From an optimization exercise on the open Yosys and OpenROAD flow, aimed at small area, a short achievable clock period and few clock cycles; shortcuts taken in it are not production practice.
RTL that was checked went through simulation tests only; none was proved equivalent to the original.
Function not checked in runs 2 to 4: the RTL went through the layout flow alone.
No run shown here takes its clock network from TritonCTS; it comes from the design's own scripts or RTL.
The clock port is modelled as an ideal driver, which makes a skipped or thinned clock tree look cheaper than it is; a real chip needs a root buffer or a tree.
No activity file was given, so power comes from the tool's default toggle rates.

`flow/config.mk`:
```
export PLATFORM = sky130hd
export DESIGN_NAME = frame_decoder
export DESIGN_NICKNAME = frame_decoder
export VERILOG_FILES = /design/flow/design.v
export SDC_FILE = /design/flow/constraint.sdc
export NUM_CORES = 4
export LEC_CHECK = 0
export ABC_AREA = 1
export CAP_MARGIN = 20
export CORE_MARGIN = 2
export CORE_UTILIZATION = 60
export SETUP_SLACK_MARGIN = 4.2
export SLEW_MARGIN = 20
export TNS_END_PERCENT = 100
```
`flow/standard.sh`:
```
#!/bin/bash
# synth_recipe.tcl (not shown) runs the flow's synth.tcl, then flattens the netlist and writes it again
# the make line also repeats each setting of config.mk as NAME=value (left out here)
make -C /OpenROAD-flow-scripts/flow DESIGN_CONFIG=/design/flow/config.mk WORK_HOME=/design/flow/orfs CLKGATE_MAP_FILE= SYNTH_SCRIPT=/design/flow/synth_recipe.tcl "${@:-finish}"
```
`flow/design.v`:
```
module frame_decoder (
    input  wire       clk,
    input  wire       rst,
    input  wire       rx_valid,
    input  wire [7:0] rx_data,
    output wire       rx_ready,
    output reg        fr_valid,
    output reg        fr_sof,
    output reg        fr_eof,
    output reg  [7:0] fr_data,
    output reg        err_valid,
    output reg  [1:0] err_code,
    output wire [7:0] err_info
);
    localparam BUF_CAP = 128;           
    localparam N       = BUF_CAP + 2;   
    localparam VD      = 6;             
    reg  [8*N-1:0] ring;
    wire [7:0]     rdat = ring[8*N-1 -: 8];    
    function [7:0] lf_fwd;
        input [7:0] s;
        lf_fwd = {s[6:0], s[7] ^ s[5] ^ s[4] ^ s[3]};
    endfunction
    function [7:0] lf_back;
        input [7:0] s;
        lf_back = {s[0] ^ s[6] ^ s[5] ^ s[4], s[7:1]};
    endfunction
    function [7:0] lf_steps;    
        input [7:0] s;
        input integer k;
        integer i;
        begin
            lf_steps = s;
            for (i = 0; i < k; i = i + 1) lf_steps = lf_fwd(lf_steps);
            for (i = 0; i < -k; i = i + 1) lf_steps = lf_back(lf_steps);
        end
    endfunction
    localparam [7:0] LZ    = 8'h01;                  
    localparam [7:0] LONE  = lf_steps(LZ, 1);        
    localparam [7:0] LNM1  = lf_steps(LZ, N - 1);    
    localparam [7:0] LWAIT = lf_steps(LZ, -(N - 1));  
    localparam [7:0] LONE_BACK = lf_steps(LZ, -1);     
    reg  [7:0] d;       
    reg        d0;      
    reg  [7:0] e;       
    reg        e0;      
    reg  [7:0] cnt;     
    reg        full;    
    reg        empty;   
    reg  [VD-1:0] vq;   
    reg  [VD-1:0] vo;   
    wire          vempty = ~vo[0];
    wire          vfull  = vo[VD-1];
    reg         w_size, w_sizehi, w_cmd, w_pay, w_chk;
    reg  [7:0]  acc;        
    reg  [14:0] rem;        
    reg         rem1;       
    reg         nost;       
    reg         rdy;        
    reg         r_size, r_sizehi, r_cmd, r_pay, r_chk;
    reg  [7:0]  rrem;
    reg         reof;       
    reg         rhz;        
    reg         rout;       
    assign rx_ready = rdy;
    assign err_info = acc;
    wire rd     = e0 & ~empty & ~(r_cmd & vempty);
    wire wr_ok  = d0 & (~full | rd);
    wire take   = rx_valid & rdy;
    wire nskip  = (w_pay | w_chk) & nost;
    wire wr     = w_size ? wr_ok : (take & ~nskip);
    wire [7:0] wdata = (take & ~(w_cmd & nost)) ? rx_data : 8'h00;
    wire [7:0] acc_in   = w_size ? 8'h00 : acc;
    wire [7:0] acc_next = acc_in ^ rx_data;
    wire [7:0] acc_tk   = acc_in ^ (rx_data & {8{take}});
    wire       acc_nz   = |acc_next;
    wire       dat_z    = ~|rx_data;
    wire vpush = take & w_chk & ~nost;
    wire vpop  = rd & r_cmd;
    always @(posedge clk)
        ring <= {ring[8*N-9:0], wr ? wdata : rdat};
    wire d_is1   = (d == LONE_BACK);
    wire cnt_isN1 = (cnt == LNM1);
    wire cnt_is1 = (cnt == LONE);
    wire vcnt_isF1 = vo[VD-2];    
    wire vcnt_is1 = ~vo[1];       
    wire [7:0] d_n     = d0 ? LWAIT : lf_fwd(d);
    wire       d0_n    = d0 ? wr : d_is1;
    wire [7:0] e_n     = e0 ? LWAIT : lf_fwd(e);
    wire       e0_n    = e0 ? rd : (e == LONE_BACK);
    wire       up      = wr & ~rd;
    wire       dn      = rd & ~wr;
    wire [7:0] cnt_n   = up ? lf_fwd(cnt) : dn ? lf_back(cnt) : cnt;
    wire       full_n  = up ? cnt_isN1 : dn ? 1'b0 : full;
    wire       empty_n = dn ? cnt_is1 : up ? 1'b0 : empty;
    wire       vup      = vpush & ~vpop;
    wire       vdn      = vpop & ~vpush;
    wire [VD-1:0] vo_n   = vup ? {vo[VD-2:0], 1'b1} : vdn ? {1'b0, vo[VD-1:1]} : vo;
    wire len0   = ~nost & dat_z;                   
    wire lenbig = nost | (rx_data > BUF_CAP + 1);  
    reg  w_size_n, w_sizehi_n, w_cmd_n, w_pay_n, w_chk_n, nost_n, rem1_n;
    reg  [14:0] rem_n;
    always @* begin
        w_size_n = w_size; w_sizehi_n = w_sizehi; w_cmd_n = w_cmd;
        w_pay_n = w_pay; w_chk_n = w_chk; nost_n = nost;
        rem_n = rem; rem1_n = rem1;
        if (take) begin
            if (w_size) begin
                rem_n  = {8'd0, rx_data[6:0]};
                rem1_n = (rx_data[6:0] == 7'd1);
                nost_n = rx_data[7] & (rx_data[6:0] != 7'd0);
                if (!dat_z) begin
                    w_size_n   = 1'b0;
                    w_cmd_n    = ~rx_data[7];
                    w_sizehi_n = rx_data[7];
                end
            end
            if (w_sizehi) begin
                rem_n      = {rem[6:0], rx_data};
                rem1_n     = ~nost & (rx_data == 8'd1);
                nost_n     = lenbig;
                w_sizehi_n = 1'b0;
                w_size_n   = len0;
                w_cmd_n    = ~len0;
            end
            if (w_cmd | w_pay) begin
                rem_n   = rem - 15'd1;
                rem1_n  = (rem == 15'd2);
                w_cmd_n = 1'b0;
                w_pay_n = ~rem1;
                w_chk_n = rem1;
            end
            if (w_chk) begin
                w_chk_n  = 1'b0;
                w_size_n = 1'b1;
                nost_n   = 1'b0;
            end
        end
    end
    wire rlen_ok = rhz & (rdat != 8'h00) & (rdat <= BUF_CAP + 1);
    reg  r_size_n, r_sizehi_n, r_cmd_n, r_pay_n, r_chk_n;
    always @* begin
        r_size_n = r_size; r_sizehi_n = r_sizehi; r_cmd_n = r_cmd;
        r_pay_n = r_pay; r_chk_n = r_chk;
        if (rd) begin
            if (r_size && rdat != 8'h00) begin
                r_size_n   = 1'b0;
                r_cmd_n    = ~rdat[7];
                r_sizehi_n = rdat[7];
            end
            if (r_sizehi) begin
                r_sizehi_n = 1'b0;
                r_cmd_n    = rlen_ok;
                r_size_n   = ~rlen_ok;
            end
            if (r_cmd | r_pay) begin
                r_cmd_n = 1'b0;
                r_pay_n = ~reof;
                r_chk_n = reof;
            end
            if (r_chk) begin
                r_chk_n  = 1'b0;
                r_size_n = 1'b1;
            end
        end
    end
    function rdy_f;
        input tk;
        reg wr_t, d0_t, up_t, dn_t, full_t, empty_t, vpush_t, vup_t, vdn_t;
        reg vfull_t, vempty_t, rd_t, wrok_t, paychk_t, szm_t;
        begin
            wr_t     = w_size ? wr_ok : (tk & ~nskip);
            d0_t     = d0 ? wr_t : d_is1;
            up_t     = wr_t & ~rd;
            dn_t     = rd & ~wr_t;
            full_t   = up_t ? cnt_isN1 : dn_t ? 1'b0 : full;
            empty_t  = dn_t ? cnt_is1 : up_t ? 1'b0 : empty;
            vpush_t  = tk & w_chk & ~nost;
            vup_t    = vpush_t & ~vpop;
            vdn_t    = vpop & ~vpush_t;
            vfull_t  = vup_t ? vcnt_isF1 : vdn_t ? 1'b0 : vfull;
            vempty_t = vdn_t ? vcnt_is1 : vup_t ? 1'b0 : vempty;
            rd_t     = e0_n & ~empty_t & ~(r_cmd_n & vempty_t);
            wrok_t   = d0_t & (~full_t | rd_t);
            paychk_t = tk ? (w_cmd | w_pay) : (w_pay | w_chk);
            szm_t    = w_size | (tk & (w_sizehi | w_chk));
            rdy_f    = (nost & paychk_t) | (wrok_t & ~(vfull_t & szm_t));
        end
    endfunction
    wire rdy_n   = take ? rdy_f(1'b1) : rdy_f(1'b0);
    always @(posedge clk) begin
        if (rst) begin
            d <= LZ;  d0 <= 1'b1;
            e <= LZ;  e0 <= 1'b1;
            cnt <= LZ; full <= 1'b0; empty <= 1'b1;
            vo <= {VD{1'b0}};
            w_size <= 1'b1; w_sizehi <= 1'b0; w_cmd <= 1'b0; w_pay <= 1'b0; w_chk <= 1'b0;
            nost <= 1'b0;
            r_size <= 1'b1; r_sizehi <= 1'b0; r_cmd <= 1'b0; r_pay <= 1'b0; r_chk <= 1'b0;
            rdy <= 1'b1;
            fr_valid <= 1'b0;
            err_valid <= 1'b0;
        end else begin
            d <= d_n;  d0 <= d0_n;
            e <= e_n;  e0 <= e0_n;
            cnt <= cnt_n; full <= full_n; empty <= empty_n;
            vo <= vo_n;
            w_size <= w_size_n; w_sizehi <= w_sizehi_n; w_cmd <= w_cmd_n;
            w_pay <= w_pay_n; w_chk <= w_chk_n;
            nost <= nost_n;
            r_size <= r_size_n; r_sizehi <= r_sizehi_n; r_cmd <= r_cmd_n;
            r_pay <= r_pay_n; r_chk <= r_chk_n;
            rdy <= rdy_n;
            fr_valid  <= rd & ((r_cmd & vq[0]) | (r_pay & rout));
            err_valid <= take & ((w_sizehi & len0) | (w_chk & (acc_nz | nost)));
        end
    end
    always @(posedge clk) begin
        rem  <= rem_n;
        rem1 <= rem1_n;
        acc <= {acc_tk[7] & ~(take & w_sizehi & len0), acc_tk[6:0]};
        err_code <= w_chk ? (acc_nz ? 2'd1 : 2'd3) : 2'd2;
        fr_sof   <= r_cmd;
        fr_eof   <= reof;
        fr_data  <= rdat;
    end
    wire [VD-1:0] vo_up = {1'b0, vo[VD-1:1]};    
    wire [VD-1:0] vo_dn = {vo[VD-2:0], 1'b1};    
    always @(posedge clk) begin : vfifo
        integer i;
        for (i = 0; i < VD; i = i + 1) begin
            if (vpop) begin
                if (vpush && vo[i] && !vo_up[i])
                    vq[i] <= ~acc_nz;
                else if (i < VD - 1)
                    vq[i] <= vq[i+1];
            end else if (vpush && !vo[i] && vo_dn[i])
                vq[i] <= ~acc_nz;
        end
    end
    always @(posedge clk) begin
        if (rd) begin
            if (r_size) begin
                rrem <= {1'b0, rdat[6:0]};
                reof <= (rdat[6:0] == 7'd1);
                rhz  <= (rdat[6:0] == 7'd0);
            end
            if (r_sizehi) begin
                rrem <= rdat;
                reof <= (rdat == 8'd1);
            end
            if (r_cmd | r_pay) begin
                rrem <= rrem - 8'd1;
                reof <= (rrem == 8'd2);
            end
            if (r_cmd)
                rout <= vq[0];
        end
    end
endmodule
```
`flow/constraint.sdc`:
```
create_clock -name core_clock -period 6.0 [get_ports {clk}]
set_input_delay 1.2000 -clock core_clock [delete_from_list [all_inputs] [get_ports {clk}]]
set_output_delay 1.2000 -clock core_clock [all_outputs]
set_load 0.01 [all_outputs]
```
`flow/flow/run.sh`:
```
#!/bin/bash
# The standard layout, except for the clock tree: flow/pre_cts.tcl builds
# a two-level tree of inverters (clock port -> 4 root inverters -> 42 leaf
# inverters -> flip-flops) before the CTS step, in place of TritonCTS's three
# levels of buffers.
# The rest of the CTS step (legalisation, timing repair) runs as usual.
# Port buffers are buf_2 instead of the default delay-cell buffers.
set -euo pipefail
here=$(pwd)
export PRE_CTS_TCL="$here/flow/pre_cts.tcl"
export BUFFER_PORTS_ARGS="-buffer_cell sky130_fd_sc_hd__buf_2"
bash standard.sh > "$here/standard.log" 2>&1
```
`flow/flow/pre_cts.tcl`:
```
# Runs in ORFS's CTS step, before clock_tree_synthesis. Builds a balanced
# two-level clock tree of inverters by hand (two inversions, so every
# flip-flop sees the clock's own polarity) and turns the clock_tree_synthesis call of the
# step into a no-op, so the step's legalisation and repair act on this tree.
# The flip-flop clock pins are split into equal clusters by recursive
# bisection of their locations; one leaf inverter per cluster sits at its
# centroid, and the leaves are split the same way among the root inverters,
# which the clock port drives directly.
set mt_nleaf 42
set mt_nroot 4
set mt_root_master sky130_fd_sc_hd__clkinv_16
set mt_leaf_master sky130_fd_sc_hd__clkinv_8

proc mt_split {pts k} {
  if {$k <= 1} { return [list $pts] }
  set xs [lmap p $pts {lindex $p 0}]
  set ys [lmap p $pts {lindex $p 1}]
  set dx [expr {[tcl::mathfunc::max {*}$xs] - [tcl::mathfunc::min {*}$xs]}]
  set dy [expr {[tcl::mathfunc::max {*}$ys] - [tcl::mathfunc::min {*}$ys]}]
  set idx [expr {$dx >= $dy ? 0 : 1}]
  set s [lsort -real -index $idx $pts]
  set k1 [expr {$k / 2}]
  set k2 [expr {$k - $k1}]
  set n1 [expr {int(round(double([llength $s]) * $k1 / $k))}]
  return [concat [mt_split [lrange $s 0 [expr {$n1 - 1}]] $k1] \
                 [mt_split [lrange $s $n1 end] $k2]]
}

proc mt_centroid {pts} {
  set sx 0.0
  set sy 0.0
  foreach p $pts {
    set sx [expr {$sx + [lindex $p 0]}]
    set sy [expr {$sy + [lindex $p 1]}]
  }
  set n [llength $pts]
  return [list [expr {int($sx / $n)}] [expr {int($sy / $n)}]]
}

proc mt_inverter {block m name xy net_in net_out} {
  set inst [odb::dbInst_create $block $m $name]
  $inst setLocation [lindex $xy 0] [lindex $xy 1]
  $inst setPlacementStatus PLACED
  [$inst findITerm A] connect $net_in
  [$inst findITerm Y] connect $net_out
  [$inst findITerm VPWR] connect [$block findNet VDD]
  [$inst findITerm VGND] connect [$block findNet VSS]
  return $inst
}

proc mt_build {clkname nleaf nroot rmaster lmaster} {
  set db [ord::get_db]
  set block [ord::get_db_block]
  set rm [$db findMaster $rmaster]
  set lm [$db findMaster $lmaster]
  set clk [$block findNet $clkname]
  set pts {}
  foreach it [$clk getITerms] {
    set bb [[$it getInst] getBBox]
    lappend pts [list [expr {([$bb xMin] + [$bb xMax]) / 2}] \
                      [expr {([$bb yMin] + [$bb yMax]) / 2}] $it]
  }
  puts "pre_cts: [llength $pts] clock sinks, $nleaf leaf inverters, $nroot root inverters"
  set leaves {}
  set i 0
  foreach c [mt_split $pts $nleaf] {
    set net [odb::dbNet_create $block "clknet_leaf_$i"]
    $net setSigType CLOCK
    foreach p $c {
      set it [lindex $p 2]
      $it disconnect
      $it connect $net
    }
    set xy [mt_centroid $c]
    lappend leaves [list [lindex $xy 0] [lindex $xy 1] $net $i]
    incr i
  }
  set j 0
  foreach g [mt_split $leaves $nroot] {
    set rnet [odb::dbNet_create $block "clknet_root_$j"]
    $rnet setSigType CLOCK
    foreach p $g {
      mt_inverter $block $lm "clkinv_leaf_[lindex $p 3]" [lrange $p 0 1] $rnet [lindex $p 2]
    }
    mt_inverter $block $rm "clkinv_root_$j" [mt_centroid $g] $clk $rnet
    incr j
  }
}

# Each flip-flop that drives an output port's buffer goes next to that
# buffer (the port side of the layout), before the tree is clustered.
proc mt_move_out_flops {} {
  set block [ord::get_db_block]
  set n 0
  foreach bt [$block getBTerms] {
    if {[$bt getIoType] ne "OUTPUT"} { continue }
    foreach it [[$bt getNet] getITerms] {
      if {![$it isOutputSignal]} { continue }
      set buf [$it getInst]
      set a [$buf findITerm A]
      if {$a eq "NULL" || [$a getNet] eq "NULL"} { continue }
      foreach it2 [[$a getNet] getITerms] {
        if {![$it2 isOutputSignal]} { continue }
        set ff [$it2 getInst]
        if {![string match *__df* [[$ff getMaster] getName]]} { continue }
        set loc [$buf getLocation]
        $ff setLocation [lindex $loc 0] [lindex $loc 1]
        incr n
      }
    }
  }
  puts "pre_cts: moved $n output flip-flops next to their port buffers"
}
mt_move_out_flops

mt_build clk $mt_nleaf $mt_nroot $mt_root_master $mt_leaf_master

rename clock_tree_synthesis tritoncts_clock_tree_synthesis
proc clock_tree_synthesis {args} {
  puts "pre_cts: clock tree already built; clock_tree_synthesis $args skipped"
  set_propagated_clock [all_clocks]
}

# The step next clones each clock-tree inverter for every flip-flop it
# drives, which would undo the tree; the tree needs none of that.
rename repair_clock_inverters orfs_repair_clock_inverters
proc repair_clock_inverters {args} {
  puts "pre_cts: repair_clock_inverters skipped"
}
```
==> summary.md, run 1 <==
| Metric | Value |
|---|---|
| Status | complete, no violations |
| Synthesis-stage register bit count | 1141 |
| Drt initial violations | 519 |
| Chip height | 211.9 um |
| Min Tclk post-route | 2.023 ns |
| Layout Utilization | 68.19% |
| Site Rows | 76 |
| Routed WL | 31.91 mm |
| Avg Cell Area, Syn | 15.29 um2 |
| Cell-internal power | 8955 uW |
| RSZ-0062 raised after global routing | yes |
| Cells after synthesis | 1696 |
| Req. time, crit path | 6.21 ns |
| Reg-to-reg setup timing slack | 4.08 ns |
| Skew-Pair Late Insertion Delay | 0.31 ns |
| Vias in the first global route | 10.41k |
| First-pass GRT wire length | 51.50 mm |
| Worst Slack Setup Final | 3.977 ns |
| Sequential share of power | 72.4% |
| Final setup TNS | 0 ns |
| Clock-pin slew on the worst setup and hold paths | 0.11 ns |
| Largest net degree at the start of global routing | 34 |
| Vias per Instance | 4.525 |
| DR pass1 iterations | 4 |
| P_sw | 2837 uW |
| DP HPWL | 17.61 mm |
| Initial antenna violation count | 0 |
| R2R depth | 14 |
| I/O Buffers | 33 |
| Final Cycle Share | 33.72% |
| Final Hold Vio Count | 0 |
| Max frequency | 494.3 MHz |
| P&R area growth vs syn | 12.80% |
| Synth area leader | dfxtp_1 |
| Main area contributors after synthesis | dfxtp_1 (86%), edfxtp_1 (3.8%), nand2_1 (1.6%), inv_1 (1.4%), nor2_1 (1.3%) |
| Combinational Power Share | 5.7% |
| Antenna cell count | 0 |
| CP endpoint kind | flip-flop |
| Synth Cell Area | 25920 um2 |
| Leakage | 0.01174 uW |
| Layout cells sized above 1 | 18.33% |
| HP Class | reg2reg |
| Die Width | 211.9 um |
| Hold depth | 0 |
| Nets | 1859 |
| Global route hottest layer | met1 |
| Net Count, Synth | 1714 |
| Max Transition Viols Final | 0 |
| Seq/Total Area, Yosys | 89.38% |
| Max-cap check violation count | 0 |
| Final setup vio count | 0 |
| All-Layer GR Usage | 13.90% |
| Post-DR wirelength/cell | 13.16 um |
| Switching portion of total power | 24.06% |
| GPL Wtd Cong | 0.7995 |
| Detail Route Antenna Nets | 0 |
| EDFF count, synth | 33 |
| GR Layer Usage met3 | 2.107% |
| Yosys warnings | 1 |
| Leading cell type by number of instances after synthesis | dfxtp_1 |
| DRC | 0 |
| Starting Density | 60.45% |
| Critical-path maximum fanout | 6 |
| Met2 GRT Util | 20.15% |
| Place WS | 3.010 ns |
| Critical path data arrival time | 2.23 ns |
| Congestion Overflow GR | 0 |
| Placeable core region | 42890 um2 |
| GR Util met1 | 21.97% |
| Clock power share | 21.9% |
| Post-synth ARST share | 0% |
| Reg-to-Reg Start | r_cmd |
| Yosys cell types | 48 |
| Worst Clk Skew | 0.03965 ns |
| Die area | 44890 um2 |
| IO Count | 34 |
| Top-area cell type share of the netlist area | 85.56% |
| Via count | 10.97k |
| Worst setup startpoint | rx_valid |
| Worst slew slack as a fraction of its limit | 59.60% |
| Reg-to-Reg End | cnt[7] |
| VDD IR max | 0.3088 mV |
| Worst-margin pin slew | 0.6040 ns |
| Crit path to | cnt[0] |
| Nature of the critical path startpoint | input pin |
| CP Class | in2reg |
| Synth cell count leaders | dfxtp_1 (1108), nand2_1 (109), inv_1 (96) |
| Prevailing post-synth register cell | dfxtp_1 |
| Pwr dens | 403.2 nW/um2 |
final cells by class:
class	count	area (um2)
Tap cell	585	732.0
Fill cell	2977	13640
Timing Repair Buffer	115	1161
Multi-Input combinational cell	436	2903
Sequential cell	1141	23220
Inverter	147	1229
cells in the final DEF, fill, tap and decap left out, types with 4 or more instances in the layout:
| master | n |
|---|---|
| dfxtp_1 | 1076 |
| nand2_1 | 89 |
| inv_1 | 70 |
| nor2_1 | 65 |
| buf_4 | 61 |
| clkinv_8 | 42 |
| buf_6 | 34 |
| edfxtp_1 | 33 |
| dfxtp_2 | 29 |
| o21ai_0 | 28 |
| o21ai_1 | 25 |
| a21oi_1 | 23 |
| nand3_1 | 22 |
| inv_2 | 17 |
| xor2_1 | 15 |
| nand2_2 | 13 |
| o21ai_2 | 13 |
| nor2_2 | 13 |
| a21oi_2 | 12 |
| nor2_4 | 11 |
| xnor2_1 | 11 |
| nand4_1 | 10 |
| inv_4 | 9 |
| nand2_4 | 9 |
| nand3_2 | 8 |
| buf_12 | 8 |
| buf_8 | 8 |
| nor3_1 | 6 |
| nand3_4 | 5 |
| a31oi_1 | 4 |
| nor3_2 | 4 |
| ha_4 | 4 |
| clkinv_16 | 4 |
logic make-up after synthesis:
logic type	count (synthesis)	share of synthesized area, %
AND/OR/NAND/NOR	264	4.430
AO/OA/AOI/OAI	136	3.021
flip-flops	1141	89.38
adder cells (fa/ha/maj)	7	0.3378
XOR/XNOR	28	0.9459
buffers and inverters	120	1.882
per-stage QoR:
step                      area, um2  total power (uW)  hold WS [ns]  std cells
after floorplan               26110              8948        0.3096       1696
after detailed placement      26850              9109        0.3121       2296
after global placement        26850              9093        0.3096       2296
after global routing          29240             12330        0.3153       2424
final                         29240             11790        0.3014       2424
after CTS                     28560             11790        0.3064       2388
worst min path at each step:
stage,to,start,slack (ns)
after floorplan,ring[1000],ring[992],0.31
after global placement,ring[431],ring[423],0.31
after detailed placement,ring[122],ring[114],0.31
after CTS,ring[224],ring[216],0.31
after global routing,ring[224],ring[216],0.32
final,ring[224],ring[216],0.30
registers in the layout, indices dropped and copies added, names as in the netlist, 2 cells and up:
name and cells:
vq 6, rem 15, rrem 8, acc 8, err_code 2, e 8, ring 1040, fr_data 8
cnt 8, d 8, vo 6
power by group through the flow:
stage / Combinational (uW) / Sequential, uW / Clock (uW)
6_report: 677 / 8530 / 2580
3_3_place_gp: 404 / 8690 / 0
2_1_floorplan: 337 / 8610 / 0
4_1_cts: 555 / 8540 / 2690
5_1_grt: 742 / 8620 / 2970
3_5_place_dp: 416 / 8690 / 0
critical path, stage by stage:
cell and delay, ns:
buf_12 0.12, nand2_8 0.08, a21oi_4 0.07, ha_4 0.18, buf_4 0.13, buf_8 0.13, nand2_2 0.07, o21ai_2 0.05
a21oi_1 0.11, o21ai_1 0.07
what timing repair did:
item | 4_1_cts | 5_1_grt
hold endpoints to repair | 0 | 0
cloned | 1 | 1
setup endpoints to repair | 119 | 80
resized for setup | 153 | 130
hold buffers | 0 | 0
pin swaps | 43 | 43
setup buffers | 45 | 35
per-layer routing:
layer  part of all wire (%)  vias up
met5                      0        -
met4                    2.3        0
met3                    4.3       59
met2                     41      140
met1                     53     5165
li1                       -     5604
Testbench counts, summed over its fixed seeds: cycles 25,007.
==> run 2, diff against run 1 <==
--- a/flow/design.v
+++ b/flow/design.v
@@ -59,2 +59,3 @@
     reg         rdy;        
+    reg         lf;         
     reg         r_size, r_sizehi, r_cmd, r_pay, r_chk;
@@ -74,3 +75,5 @@
     wire [7:0] acc_next = acc_in ^ rx_data;
-    wire [7:0] acc_tk   = acc_in ^ (rx_data & {8{take}});
+    wire [7:0] dat_tk   = rx_data & {8{take}};
+    wire [7:0] acc_tk   = w_size ? {1'b0, dat_tk[6:0]}
+                                 : acc ^ dat_tk ^ {take & w_cmd & lf, 7'd0};
     wire       acc_nz   = |acc_next;
@@ -78,2 +81,5 @@
     wire vpush = take & w_chk & ~nost;
+    reg        pend;
+    wire       vval = (acc == 8'h00);
+    wire       vhead;    
     wire vpop  = rd & r_cmd;
@@ -202,3 +208,5 @@
             err_valid <= 1'b0;
+            pend <= 1'b0;
         end else begin
+            pend <= vpush;
             d <= d_n;  d0 <= d0_n;
@@ -213,3 +221,3 @@
             rdy <= rdy_n;
-            fr_valid  <= rd & ((r_cmd & vq[0]) | (r_pay & rout));
+            fr_valid  <= rd & ((r_cmd & vhead) | (r_pay & rout));
             err_valid <= take & ((w_sizehi & len0) | (w_chk & (acc_nz | nost)));
@@ -220,3 +228,5 @@
         rem1 <= rem1_n;
-        acc <= {acc_tk[7] & ~(take & w_sizehi & len0), acc_tk[6:0]};
+        acc <= acc_tk;
+        if (take & w_size)
+            lf <= rx_data[7];
         err_code <= w_chk ? (acc_nz ? 2'd1 : 2'd3) : 2'd2;
@@ -227,3 +237,5 @@
     wire [VD-1:0] vo_up = {1'b0, vo[VD-1:1]};    
-    wire [VD-1:0] vo_dn = {vo[VD-2:0], 1'b1};    
+    wire [VD-1:0] vlast = vo & ~vo_up;           
+    wire [VD-1:0] vlast_up = {1'b0, vlast[VD-1:1]};
+    assign vhead = (pend & vlast[0]) ? vval : vq[0];
     always @(posedge clk) begin : vfifo
@@ -232,8 +244,8 @@
             if (vpop) begin
-                if (vpush && vo[i] && !vo_up[i])
-                    vq[i] <= ~acc_nz;
+                if (pend && vlast_up[i])
+                    vq[i] <= vval;
                 else if (i < VD - 1)
                     vq[i] <= vq[i+1];
-            end else if (vpush && !vo[i] && vo_dn[i])
-                vq[i] <= ~acc_nz;
+            end else if (pend && vlast[i])
+                vq[i] <= vval;
         end
@@ -256,3 +268,3 @@
             if (r_cmd)
-                rout <= vq[0];
+                rout <= vhead;
         end
--- a/flow/config.mk
+++ b/flow/config.mk
@@ -11,4 +11,4 @@
 export CORE_UTILIZATION = 60
-export SETUP_SLACK_MARGIN = 4.2
+export SETUP_SLACK_MARGIN = 4.1
 export SLEW_MARGIN = 20
-export TNS_END_PERCENT = 100
+export TNS_END_PERCENT = 5
==> run 2 against run 1 <==
Net effect:
- total power decreased by 1.2%
- utilization shrank 3.2 points
- hold slack better by 0.022 ns
- synthesized area grew 0.16%
- flip-flop and latch count up 2
- cell area shrank 4.7%
- first-iteration DRC count is 22% higher
- clock skew fell by 0.017 ns
- sequential power hardly changed
- global-route usage shrank 0.25 points
- register-to-register slack got worse by 0.17 ns
- highest routed layer unchanged
==> summary.md, run 2 <==
| Metric | Value |
|---|---|
| Largest net degree at the start of global routing | 34 (unchanged) |
| Starting Density | 60.55% (was 60.45%) |
| Global route hottest layer | met1 (unchanged) |
| Worst-margin pin slew | 1.033 ns (was 0.6040 ns) |
| Synth cell count leaders | dfxtp_1 (1113), nand2_1 (111), inv_1 (93) (was dfxtp_1 (1108), nand2_1 (109), inv_1 (96)) |
| Vias per Instance | 4.507 (was 4.525) |
| Skew-Pair Late Insertion Delay | 0.29 ns (was 0.31 ns) |
| CP endpoint kind | flip-flop (unchanged) |
| Max frequency | 466.7 MHz (was 494.3 MHz) |
| Hold depth | 0 (unchanged) |
| Final Hold Vio Count | 0 (unchanged) |
| Status | complete, no violations (unchanged) |
| Most frequent cells in the layout | dfxtp_1 (1108), nand2_1 (109), inv_1 (90) (was dfxtp_1 (1076), nand2_1 (89), inv_1 (70)) |
| Worst slew slack as a fraction of its limit | 30.82% (was 59.60%) |
| Leakage | 0.01119 uW (was 0.01174 uW) |
| Leading cell type by number of instances after synthesis | dfxtp_1 (unchanged) |
| Synth Cell Area | 25970 um2 (was 25920 um2) |
| Antenna cell count | 0 (unchanged) |
| Hold slack | 0.3232 ns (was 0.3014 ns) |
| GR Util met1 | 21.82% (was 21.97%) |
| DRC | 0 (unchanged) |
| Net Count, Synth | 1727 (was 1714) |
| Nature of the critical path startpoint | input pin (unchanged) |
| Detail Route Antenna Nets | 0 (unchanged) |
| Die area | 44960 um2 (was 44890 um2) |
| Final setup vio count | 0 (unchanged) |
| Seq/Total Area, Yosys | 89.27% (was 89.38%) |
| Die Width | 212.0 um (was 211.9 um) |
| Critical-path maximum fanout | 4 (was 6) |
| EDFF count, synth | 30 (was 33) |
| Placeable core region | 42890 um2 (unchanged) |
| P&R area growth vs syn | 7.290% (was 12.80%) |
| Site Rows | 76 (unchanged) |
| Yosys warnings | 1 (unchanged) |
| Reg-to-reg setup timing slack | 3.91 ns (was 4.08 ns) |
| R2R depth | 6 (was 14) |
| Vias in the first global route | 10.23k (was 10.41k) |
| Worst Clk Skew | 0.02255 ns (was 0.03965 ns) |
| Non-Filler Instances | 2371 (was 2424) |
| Yosys cell types | 47 (was 48) |
| IO Count | 34 (unchanged) |
| Initial antenna violation count | 1 (was 0) |
| Nets | 1806 (was 1859) |
| Critical path data arrival time | 2.32 ns (was 2.23 ns) |
| First-pass GRT wire length | 50.76 mm (was 51.50 mm) |
| Post-synth ARST share | 0% (unchanged) |
| Chip height | 212.0 um (was 211.9 um) |
| Max Transition Viols Final | 0 (unchanged) |
| Reg-to-Reg Start | acc[1] (was r_cmd) |
| VDD IR max | 0.3009 mV (was 0.3088 mV) |
| Routed WL | 30.63 mm (was 31.91 mm) |
| GR Layer Usage met3 | 1.905% (was 2.107%) |
| Clock-pin slew on the worst setup and hold paths | 0.11 ns (about the same) |
| Top-area cell type share of the netlist area | 85.81% (was 85.56%) |
| I/O Buffers | 33 (unchanged) |
| Main area contributors after synthesis | dfxtp_1 (86%), edfxtp_1 (3.5%), nand2_1 (1.6%), inv_1 (1.3%), nor2_1 (1.3%) (was dfxtp_1 (86%), edfxtp_1 (3.8%), nand2_1 (1.6%), inv_1 (1.4%), nor2_1 (1.3%)) |
| Min Tclk post-route | 2.143 ns (was 2.023 ns) |
| RSZ-0062 raised after global routing | yes (unchanged) |
| Synth area leader | dfxtp_1 (unchanged) |
| DP HPWL | 17.63 mm (was 17.61 mm) |
| Layout Utilization | 64.96% (was 68.19%) |
| Most flops, register | ring (unchanged) |
| Max-cap check violation count | 0 (unchanged) |
| Met2 GRT Util | 19.72% (was 20.15%) |
| HP Class | reg2reg (unchanged) |
| Drt initial violations | 631 (was 519) |
| Largest registers | ring (1040), rem (15) (unchanged) |
| Prevailing post-synth register cell | dfxtp_1 (unchanged) |
| Max reg flops | 1040 (unchanged) |
| Place WS | 3.105 ns (was 3.010 ns) |
| Avg Cell Area, Syn | 15.19 um2 (was 15.29 um2) |
| All-Layer GR Usage | 13.65% (was 13.90%) |
| Layout cells sized above 1 | 7.727% (was 18.33%) |
| Reg-to-Reg End | fr_valid (was cnt[7]) |
| Cells after synthesis | 1709 (was 1696) |
| Final Cycle Share | 35.71% (was 33.72%) |
| Worst hold path startpoint | ring[654] (was ring[216]) |
| Post-DR wirelength/cell | 12.92 um (was 13.16 um) |
| Synthesis-stage register bit count | 1143 (was 1141) |
| CP Class | in2reg (unchanged) |
| Via count | 10.69k (was 10.97k) |
| Commonest non-fill, non-tap cell in the layout | dfxtp_1 (unchanged) |
| Pwr dens | 418.0 nW/um2 (was 403.2 nW/um2) |
| Worst Slack Setup Final | 3.857 ns (was 3.977 ns) |
| Req. time, crit path | 6.18 ns (was 6.21 ns) |
| DR pass1 iterations | 5 (was 4) |
| Final setup TNS | 0 ns (unchanged) |
| Congestion Overflow GR | 0 (unchanged) |
| Dpl cells | 2310 (was 2296) |
| Hold worst-path end | ring[662] (was ring[224]) |
| GPL Wtd Cong | 0.8441 (was 0.7995) |
run 2: metal layers:
layer	wire, um	up-vias
met5	0	-
met4	711	0
met3	1256	48
met2	11950	152
met1	16710	4999
li1	-	5488
run 2: kinds of logic (layout without fill, tap and decap cells):
| family | count (synthesis) | in the layout | share of synthesized area, % |
|---|---|---|---|
| DFF | 1143 | 1143 | 89.27 |
| and+or+nand+nor | 265 | 266 | 4.409 |
| AOI/OAI and AO/OA | 139 | 139 | 3.060 |
| buffers and inverters | 124 | 200 | 1.869 |
| xor gates and xnor gates | 30 | 30 | 1.012 |
| adders and majority gates | 7 | 7 | 0.3373 |
| muxes | 1 | 1 | 0.03855 |
run 2: repair_timing:
item,in CTS,in global routing
resized for setup,20,11
buffers inserted,10,4
setup endpoints to repair,83,89
hold endpoints to repair,0,0
hold buffers,0,0
pin swaps,5,2
gates cloned,1,0
run 2: power by group:
part	internal [uW]	leakage, uW	switching [uW]	total (uW)
Combinational	198	0.00144	308	506
Clock	331	0.000335	2260	2590
Sequential	8340	0.00942	213	8550
run 2: worst max-delay path by stage:
stage	start	to	slack [ns]	cells past startpoint
after global placement	rx_valid	cnt[7]	3.12	12
after detailed placement	rx_valid	cnt[7]	3.11	12
final	rx_data[3]	err_valid	3.86	6
after CTS	rx_valid	cnt[7]	3.89	12
after floorplan	rx_valid	cnt[7]	3.52	12
after global routing	rx_valid	cnt[7]	3.76	12
run 2: area by class of cell:
class	instances	area, um2
Inverter	152	1224
Timing Repair Buffer	48	320.3
Tap cell	585	732.0
Multi-Input combinational cell	443	2391
Sequential cell	1143	23190
Fill cell	3119	15030
run 2: through the flow:
| stage | area (um2) | power [uW] |
|---|---|---|
| 3_5_place_dp | 26840 | 9152 |
| 5_1_grt | 27860 | 12170 |
| 3_3_place_gp | 26840 | 9136 |
| 2_1_floorplan | 26040 | 8983 |
| 4_1_cts | 27810 | 11750 |
| 6_report | 27860 | 11650 |
run 2: critical path, stage by stage:
cell	delay, ns
buf_2	0.13
nor2_1	0.16
nand3_1	0.12
nor3_2	0.15
nand3_1	0.18
a31oi_1	0.38
==> run 3, diff against run 2 <==
--- a/flow/config.mk
+++ b/flow/config.mk
@@ -13,2 +13,2 @@
 export SLEW_MARGIN = 20
-export TNS_END_PERCENT = 5
+export TNS_END_PERCENT = 100
==> run 3 against run 2 <==
Net effect:
- still clean
- utilization increased by 2.0 points
- sequential power about the same
- critical path depth increased by 6
- synthesized area unchanged
- combinational power increased by 23%
- flip-flop and latch count unchanged
==> summary.md, run 3 <==
| Metric | Value |
|---|---|
| Largest registers | ring (1040), rem (15) (unchanged) |
| Final setup TNS | 0 ns (unchanged) |
| Final Hold Vio Count | 0 (unchanged) |
| Synth area leader | dfxtp_1 (unchanged) |
| GPL Wtd Cong | 0.7800 (was 0.8441) |
| Yosys warnings | 1 (unchanged) |
| Dpl cells | 2310 (unchanged) |
| Nets | 1849 (was 1806) |
| Worst Clk Skew | 0.04982 ns (was 0.02255 ns) |
| Initial antenna violation count | 0 (was 1) |
| Drt initial violations | 534 (was 631) |
| Critical-path maximum fanout | 5 (was 4) |
| Most flops, register | ring (unchanged) |
| Placeable core region | 42890 um2 (unchanged) |
| Avg Cell Area, Syn | 15.19 um2 (unchanged) |
| Post-DR wirelength/cell | 13.11 um (was 12.92 um) |
| I/O Buffers | 33 (unchanged) |
| VDD IR max | 0.3205 mV (was 0.3009 mV) |
| Hold slack | 0.3147 ns (was 0.3232 ns) |
| Critical path data arrival time | 2.36 ns (was 2.32 ns) |
| Detail Route Antenna Nets | 0 (unchanged) |
| P&R area growth vs syn | 10.57% (was 7.290%) |
| Pwr dens | 409.6 nW/um2 (was 418.0 nW/um2) |
| Die area | 44960 um2 (unchanged) |
| Max-cap check violation count | 0 (unchanged) |
| Routed WL | 31.68 mm (was 30.63 mm) |
| Min Tclk post-route | 2.125 ns (was 2.143 ns) |
| Site Rows | 76 (unchanged) |
| Die Width | 212.0 um (unchanged) |
| Prevailing post-synth register cell | dfxtp_1 (unchanged) |
| Skew-Pair Late Insertion Delay | 0.32 ns (was 0.29 ns) |
| Tot Pwr | 11760 uW (was 11650 uW) |
| Yosys cell types | 47 (unchanged) |
| Cells after synthesis | 1709 (unchanged) |
| CP endpoint kind | flip-flop (unchanged) |
| Layout cells sized above 1 | 14.11% (was 7.727%) |
| Vias in the first global route | 10.40k (was 10.23k) |
| Clock-pin slew on the worst setup and hold paths | 0.12 ns (was 0.11 ns) |
| Starting Density | 60.55% (unchanged) |
| Req. time, crit path | 6.24 ns (was 6.18 ns) |
| Final setup vio count | 0 (unchanged) |
| DRC | 0 (unchanged) |
| Nature of the critical path startpoint | input pin (unchanged) |
| Congestion Overflow GR | 0 (unchanged) |
| Max frequency | 470.6 MHz (was 466.7 MHz) |
| First-pass GRT wire length | 51.65 mm (was 50.76 mm) |
| Synth cell count leaders | dfxtp_1 (1113), nand2_1 (111), inv_1 (93) (unchanged) |
| DP HPWL | 17.23 mm (was 17.63 mm) |
| Worst-margin pin slew | 0.5949 ns (was 1.033 ns) |
| Via count | 10.99k (was 10.69k) |
| RSZ-0062 raised after global routing | yes (unchanged) |
| Leading cell type by number of instances after synthesis | dfxtp_1 (unchanged) |
| CP Class | in2reg (unchanged) |
| Largest net degree at the start of global routing | 34 (unchanged) |
| Post-synth ARST share | 0% (unchanged) |
| Max Transition Viols Final | 0 (unchanged) |
| Max reg flops | 1040 (unchanged) |
| Seq/Total Area, Yosys | 89.27% (unchanged) |
| Worst slew slack as a fraction of its limit | 60.22% (was 30.82%) |
| Most frequent cells in the layout | dfxtp_1 (1088), nand2_1 (100), inv_1 (81) (was dfxtp_1 (1108), nand2_1 (109), inv_1 (90)) |
| Synthesis-stage register bit count | 1143 (unchanged) |
| Synth Cell Area | 25970 um2 (unchanged) |
| Commonest non-fill, non-tap cell in the layout | dfxtp_1 (unchanged) |
| Top-area cell type share of the netlist area | 85.81% (unchanged) |
| Chip height | 212.0 um (unchanged) |
| HP Class | reg2reg (unchanged) |
| DR pass1 iterations | 5 (unchanged) |
| Non-Filler Instances | 2416 (was 2371) |
| Final Cycle Share | 35.41% (was 35.71%) |
| Status | complete, no violations (unchanged) |
| IO Count | 34 (unchanged) |
| All-Layer GR Usage | 13.90% (was 13.65%) |
| Vias per Instance | 4.547 (was 4.507) |
| Layout Utilization | 66.95% (was 64.96%) |
| EDFF count, synth | 30 (unchanged) |
| Main area contributors after synthesis | dfxtp_1 (86%), edfxtp_1 (3.5%), nand2_1 (1.6%), inv_1 (1.3%), nor2_1 (1.3%) (unchanged) |
| Leakage | 0.01149 uW (was 0.01119 uW) |
| Net Count, Synth | 1727 (unchanged) |
[run 3: repair_timing]
item                       in CTS  in global routing
setup endpoints to repair      82                 58
gates cloned                    1                  0
buffers inserted               26                 31
hold buffers                    0                  0
gates resized for setup        73                104
pin swaps                      17                 36
[run 3: routing by layer]
metal	GRT usage, %	vias to the layer above	routed length (um)
li1	-	5580	-
met4	4.881	0	1111
met2	20.28	190	12900
met1	21.54	5137	16460
met3	1.669	78	1206
met5	0	-	0
[run 3: worst paths after layout]
kind	startpoint	depth (start not counted)	end	slack, ns
worst min-delay path	ring[520]	0	ring[528]	0.31
worst min register to register	ring[520]	0	ring[528]	0.31
worst max register to register	nost	12	cnt[6]	3.97
worst max-delay path	rx_valid	12	cnt[6]	3.88
[run 3: cell type report]
cell class | instances | area [um2]
inverter | 152 | 1229
fill | 3052 | 14170
multi-input combinational | 443 | 2694
antenna | 2 | 5.005
sequential | 1143 | 23230
tap | 585 | 732.0
timing repair buffer | 91 | 825.8
[run 3: cells by family (layout without fill, tap and decap cells)]
logic type                 after synthesis  count (layout)  share of synthesized area, %
adders and majority gates                7               7                        0.3373
buffers and inverters                  124             243                         1.869
other                                    0               2                             0
DFF                                   1143            1143                         89.27
xor gates and xnor gates                30              30                         1.012
AOI/OAI and AO/OA                      139             139                         3.060
and+or+nand+nor                        265             266                         4.409
muxes                                    1               1                       0.03855
[run 3: worst max-delay path, stage by stage]
cell,delay (ns)
buf_12,0.11
nand2_8,0.07
inv_8,0.03
o21ai_4,0.15
clkinv_4,0.07
ha_4,0.18
buf_4,0.14
buf_4,0.13
nand2_2,0.06
o21ai_2,0.05
o21ai_1,0.12
inv_1,0.04
[run 3: per-stage QoR]
step                      cell area (um2)  setup slack, ns
after CTS                           28140            3.908
after detailed placement            26880            3.127
final                               28710            3.875
after floorplan                     26080            3.517
after global routing                28710            3.791
after global placement              26880            3.154
[run 3: power by group]
part / switching [uW] / total, uW / internal [uW]
Clock: 2260 / 2590 / 331
Combinational: 355 / 622 / 267
Sequential: 207 / 8550 / 8340
Total: 2820 / 11800 / 8940
==> run 4, diff against run 3 <==
--- a/flow/flow/pre_cts.tcl
+++ b/flow/flow/pre_cts.tcl
@@ -89,28 +89,2 @@
 
-# Each flip-flop that drives an output port's buffer goes next to that
-# buffer (the port side of the layout), before the tree is clustered.
-proc mt_move_out_flops {} {
-  set block [ord::get_db_block]
-  set n 0
-  foreach bt [$block getBTerms] {
-    if {[$bt getIoType] ne "OUTPUT"} { continue }
-    foreach it [[$bt getNet] getITerms] {
-      if {![$it isOutputSignal]} { continue }
-      set buf [$it getInst]
-      set a [$buf findITerm A]
-      if {$a eq "NULL" || [$a getNet] eq "NULL"} { continue }
-      foreach it2 [[$a getNet] getITerms] {
-        if {![$it2 isOutputSignal]} { continue }
-        set ff [$it2 getInst]
-        if {![string match *__df* [[$ff getMaster] getName]]} { continue }
-        set loc [$buf getLocation]
-        $ff setLocation [lindex $loc 0] [lindex $loc 1]
-        incr n
-      }
-    }
-  }
-  puts "pre_cts: moved $n output flip-flops next to their port buffers"
-}
-mt_move_out_flops
-
 mt_build clk $mt_nleaf $mt_nroot $mt_root_master $mt_leaf_master
--- a/flow/config.mk
+++ b/flow/config.mk
@@ -13,2 +13,2 @@
 export SLEW_MARGIN = 20
-export TNS_END_PERCENT = 100
+export TNS_END_PERCENT = 5
==> run 4 against run 3 <==
Net effect:
- still clean on timing, DRC and antenna
- global-route usage down 0.52 points
- final cell count decreased by 1.7%
- combinational power shrank 17%
- synthesized cell count is the same
- hold slack worse by 0.0087 ns
- total power decreased by 1.0%
- first-iteration DRC count is 6.2% lower
- sequential share of layout area up 2.0 points
- routed wire length shrank 4.6%
- utilization decreased by 1.7 points
- critical path type unchanged
==> summary.md, run 4 <==
| Metric | Value |
|---|---|
| Status | complete, no violations (unchanged) |
| Drt initial violations | 501 (was 534) |
| Die Width | 212.0 um (unchanged) |
| Cells after synthesis | 1709 (unchanged) |
| EDFF count, synth | 30 (unchanged) |
| Vias per Instance | 4.502 (was 4.547) |
| Largest net degree at the start of global routing | 34 (unchanged) |
| Layout Utilization | 65.21% (was 66.95%) |
| DR pass1 iterations | 5 (unchanged) |
| Skew-Pair Late Insertion Delay | 0.31 ns (was 0.32 ns) |
| IO Count | 34 (unchanged) |
| RSZ-0062 raised after global routing | yes (unchanged) |
| Commonest non-fill, non-tap cell in the layout | dfxtp_1 (unchanged) |
| Final Hold Vio Count | 0 (unchanged) |
| Top-area cell type share of the netlist area | 85.81% (unchanged) |
| Placeable core region | 42890 um2 (unchanged) |
| Yosys warnings | 1 (unchanged) |
| CTS hold repair buffers | 0 (unchanged) |
| Critical-path top delay cell | ha_4 (unchanged) |
| Most flops, register | ring (unchanged) |
| Die area | 44960 um2 (unchanged) |
| Via count | 10.69k (was 10.99k) |
| First-pass GRT wire length | 49.99 mm (was 51.65 mm) |
| GPL Wtd Cong | 0.8441 (was 0.7800) |
| HP Class | reg2reg (unchanged) |
| DRC | 0 (unchanged) |
| I/O Buffers | 33 (unchanged) |
| DP HPWL | 17.63 mm (was 17.23 mm) |
| Site Rows | 76 (unchanged) |
| Crit-path max cell delay | 0.19 ns (was 0.18 ns) |
| Largest registers | ring (1040), rem (15) (unchanged) |
| Critical path data arrival time | 2.34 ns (was 2.36 ns) |
| Initial antenna violation count | 1 (was 0) |
| Multi-input gate area | 2440 um2 (was 2694 um2) |
| Clock-pin slew on the worst setup and hold paths | 0.12 ns (about the same) |
| Pwr dens | 416.2 nW/um2 (was 409.6 nW/um2) |
| Nets | 1810 (was 1849) |
| Post-DR wirelength/cell | 12.72 um (was 13.11 um) |
| Antenna cell count | 0 (was 2) |
| VDD IR max | 0.2847 mV (was 0.3205 mV) |
| Net Count, Synth | 1727 (unchanged) |
| Synthesis-stage register bit count | 1143 (unchanged) |
| Leakage | 0.01122 uW (was 0.01149 uW) |
| Starting Density | 60.55% (unchanged) |
| Worst slew slack as a fraction of its limit | 58.12% (was 60.22%) |
| Synth Cell Area | 25970 um2 (unchanged) |
| Final setup vio count | 0 (unchanged) |
| Reg area | 23190 um2 (was 23230 um2) |
| Seq/Total Area, Yosys | 89.27% (unchanged) |
| Post-synth ARST share | 0% (unchanged) |
| Worst Clk Skew | 0.04560 ns (was 0.04982 ns) |
| Critical-path maximum fanout | 5 (unchanged) |
| Most frequent cells in the layout | dfxtp_1 (1106), nand2_1 (107), inv_1 (88) (was dfxtp_1 (1088), nand2_1 (100), inv_1 (81)) |
| Worst-margin pin slew | 0.6282 ns (was 0.5949 ns) |
| P&R area growth vs syn | 7.705% (was 10.57%) |
| Filler Cells Inserted | 3161 (was 3052) |
| Chip height | 212.0 um (unchanged) |
| Synth area leader | dfxtp_1 (unchanged) |
| Detail Route Antenna Nets | 0 (unchanged) |
| Avg Cell Area, Syn | 15.19 um2 (unchanged) |
| Min Tclk post-route | 2.113 ns (was 2.125 ns) |
| Nature of the critical path startpoint | input pin (unchanged) |
| Layout cells sized above 1 | 8.603% (was 14.11%) |
| CP Class | in2reg (unchanged) |
| Max reg flops | 1040 (unchanged) |
| All-Layer GR Usage | 13.38% (was 13.90%) |
| Leading cell type by number of instances after synthesis | dfxtp_1 (unchanged) |
| Prevailing post-synth register cell | dfxtp_1 (unchanged) |
| Final setup TNS | 0 ns (unchanged) |
| Yosys cell types | 47 (unchanged) |
| Synth cell count leaders | dfxtp_1 (1113), nand2_1 (111), inv_1 (93) (unchanged) |
| Vias in the first global route | 10.09k (was 10.40k) |
| Max-cap check violation count | 0 (unchanged) |
| CP Cell Sequence | buf_12 -> nand2_8 -> inv_8 -> o21ai_4 -> clkinv_4 -> ha_4 -> a21oi_2 -> o21ai_2 -> xor2_1 -> nand2_1 -> o211ai_1 -> inv_1 (was buf_12 -> nand2_8 -> inv_8 -> o21ai_4 -> clkinv_4 -> ha_4 -> buf_4 -> buf_4 -> nand2_2 -> o21ai_2 -> o21ai_1 -> inv_1) |
| Req. time, crit path | 6.22 ns (was 6.24 ns) |
| Main area contributors after synthesis | dfxtp_1 (86%), edfxtp_1 (3.5%), nand2_1 (1.6%), inv_1 (1.3%), nor2_1 (1.3%) (unchanged) |
| Max frequency | 473.3 MHz (was 470.6 MHz) |
| Congestion Overflow GR | 0 (unchanged) |
| Final Cycle Share | 35.21% (was 35.41%) |
| CP endpoint kind | flip-flop (unchanged) |
| Max Transition Viols Final | 0 (unchanged) |
| Routed WL | 30.22 mm (was 31.68 mm) |
run 4: metal layers:
metal	GRT usage, %	vias up	share of wire (%)
met5	0	-	0
met3	1.654	46	4.1
met4	3.011	0	2.4
met2	19.23	155	39
li1	-	5492	-
met1	21.65	5000	54
run 4: through the flow:
stage	cell area [um2]	total power [uW]	worst slack [ns]	hold WS, ns	std cells
CTS	27840	11750	3.908	0.3051	2369
detailed placement	26840	9152	3.105	0.3121	2310
finish	27970	11640	3.887	0.3060	2375
global placement	26840	9136	3.119	0.3111	2310
floorplan	26040	8983	3.517	0.3096	1709
global route	27970	12170	3.789	0.3160	2375
run 4: worst max-delay path, delay by kind of cell:
kind	cells	cell delay, ns
AND/OR/NAND/NOR	2	0.13
adder cells (fa/ha/maj)	1	0.19
buffers and inverters	4	0.28
AO/OA/AOI/OAI	4	0.41
XOR/XNOR	1	0.13
run 4: final timing paths:
kind | cells past startpoint | slack (ns) | to | from
worst max-delay path | 12 | 3.89 | cnt[7] | rx_valid
worst min-delay path | 0 | 0.31 | ring[437] | ring[429]
worst min register to register | 0 | 0.31 | ring[437] | ring[429]
worst max register to register | 6 | 3.90 | fr_valid | acc[1]
run 4: cell families (layout without fill, tap and decap cells):
group                      count (synthesis)  in the layout  synth area share [%]
DFF                                     1143           1143                 89.27
and+or+nand+nor                          265            266                 4.409
AOI/OAI and AO/OA                        139            139                 3.060
buffers and inverters                    124            204                 1.869
xor gates and xnor gates                  30             30                 1.012
adders and majority gates                  7              7                0.3373
muxes                                      1              1               0.03855
run 4: repair_timing:
item,CTS,global route
resized for setup,27,27
pin swaps,8,6
endpoints found under the setup margin,81,76
setup buffers,12,6
gates cloned,1,0
run 4: final cells by class:
type | count | area share, %
Sequential cell | 1143 | 82.93
Inverter | 152 | 4.393
Multi-Input combinational cell | 443 | 8.724
Timing Repair Buffer | 52 | 1.338
Tap cell | 585 | 2.617
run 4: power by group:
| part | total (uW) | switching [uW] | internal, uW |
|---|---|---|---|
| logic | 516 | 310 | 206 |
| clock network | 2580 | 2250 | 331 |
| registers | 8550 | 209 | 8340 |
| total | 11600 | 2770 | 8870 |

static timing again, ports no longer ideal:
How much do the figures lean on ideal ports? The routed layouts below were timed once more, with nothing changed but the port constraints. Step 1 sets driving cells, clkbuf_16 on the clock port and buf_2 on the other inputs (assumed; they add their load-dependent delay and slew). Step 2, shift: input delay + t, output delay - t, t = (earliest + latest rising clock arrival at the registers) / 2. This alone moves slack from input paths to output paths. Three values: ideal, step 1, step 2; two values: the first two.
run | t (ns) | setup slack, ns | worst slew at a driven data input, ns
run 1 | 0.528 | 3.977 / 3.772 / 3.616 | 0.08
run 2 | 0.525 | 3.857 / 3.668 / 3.535 | 0.07
run 3 | 0.541 | 3.875 / 3.755 / 3.519 | 0.08
run 4 | 0.537 | 3.887 / 3.691 / 3.545 | 0.07
After both steps every run listed still meets setup and hold. For run 1, which loses most, drivers alone change the setup slack by -0.205 ns; drivers and shift together by -0.361 ns.
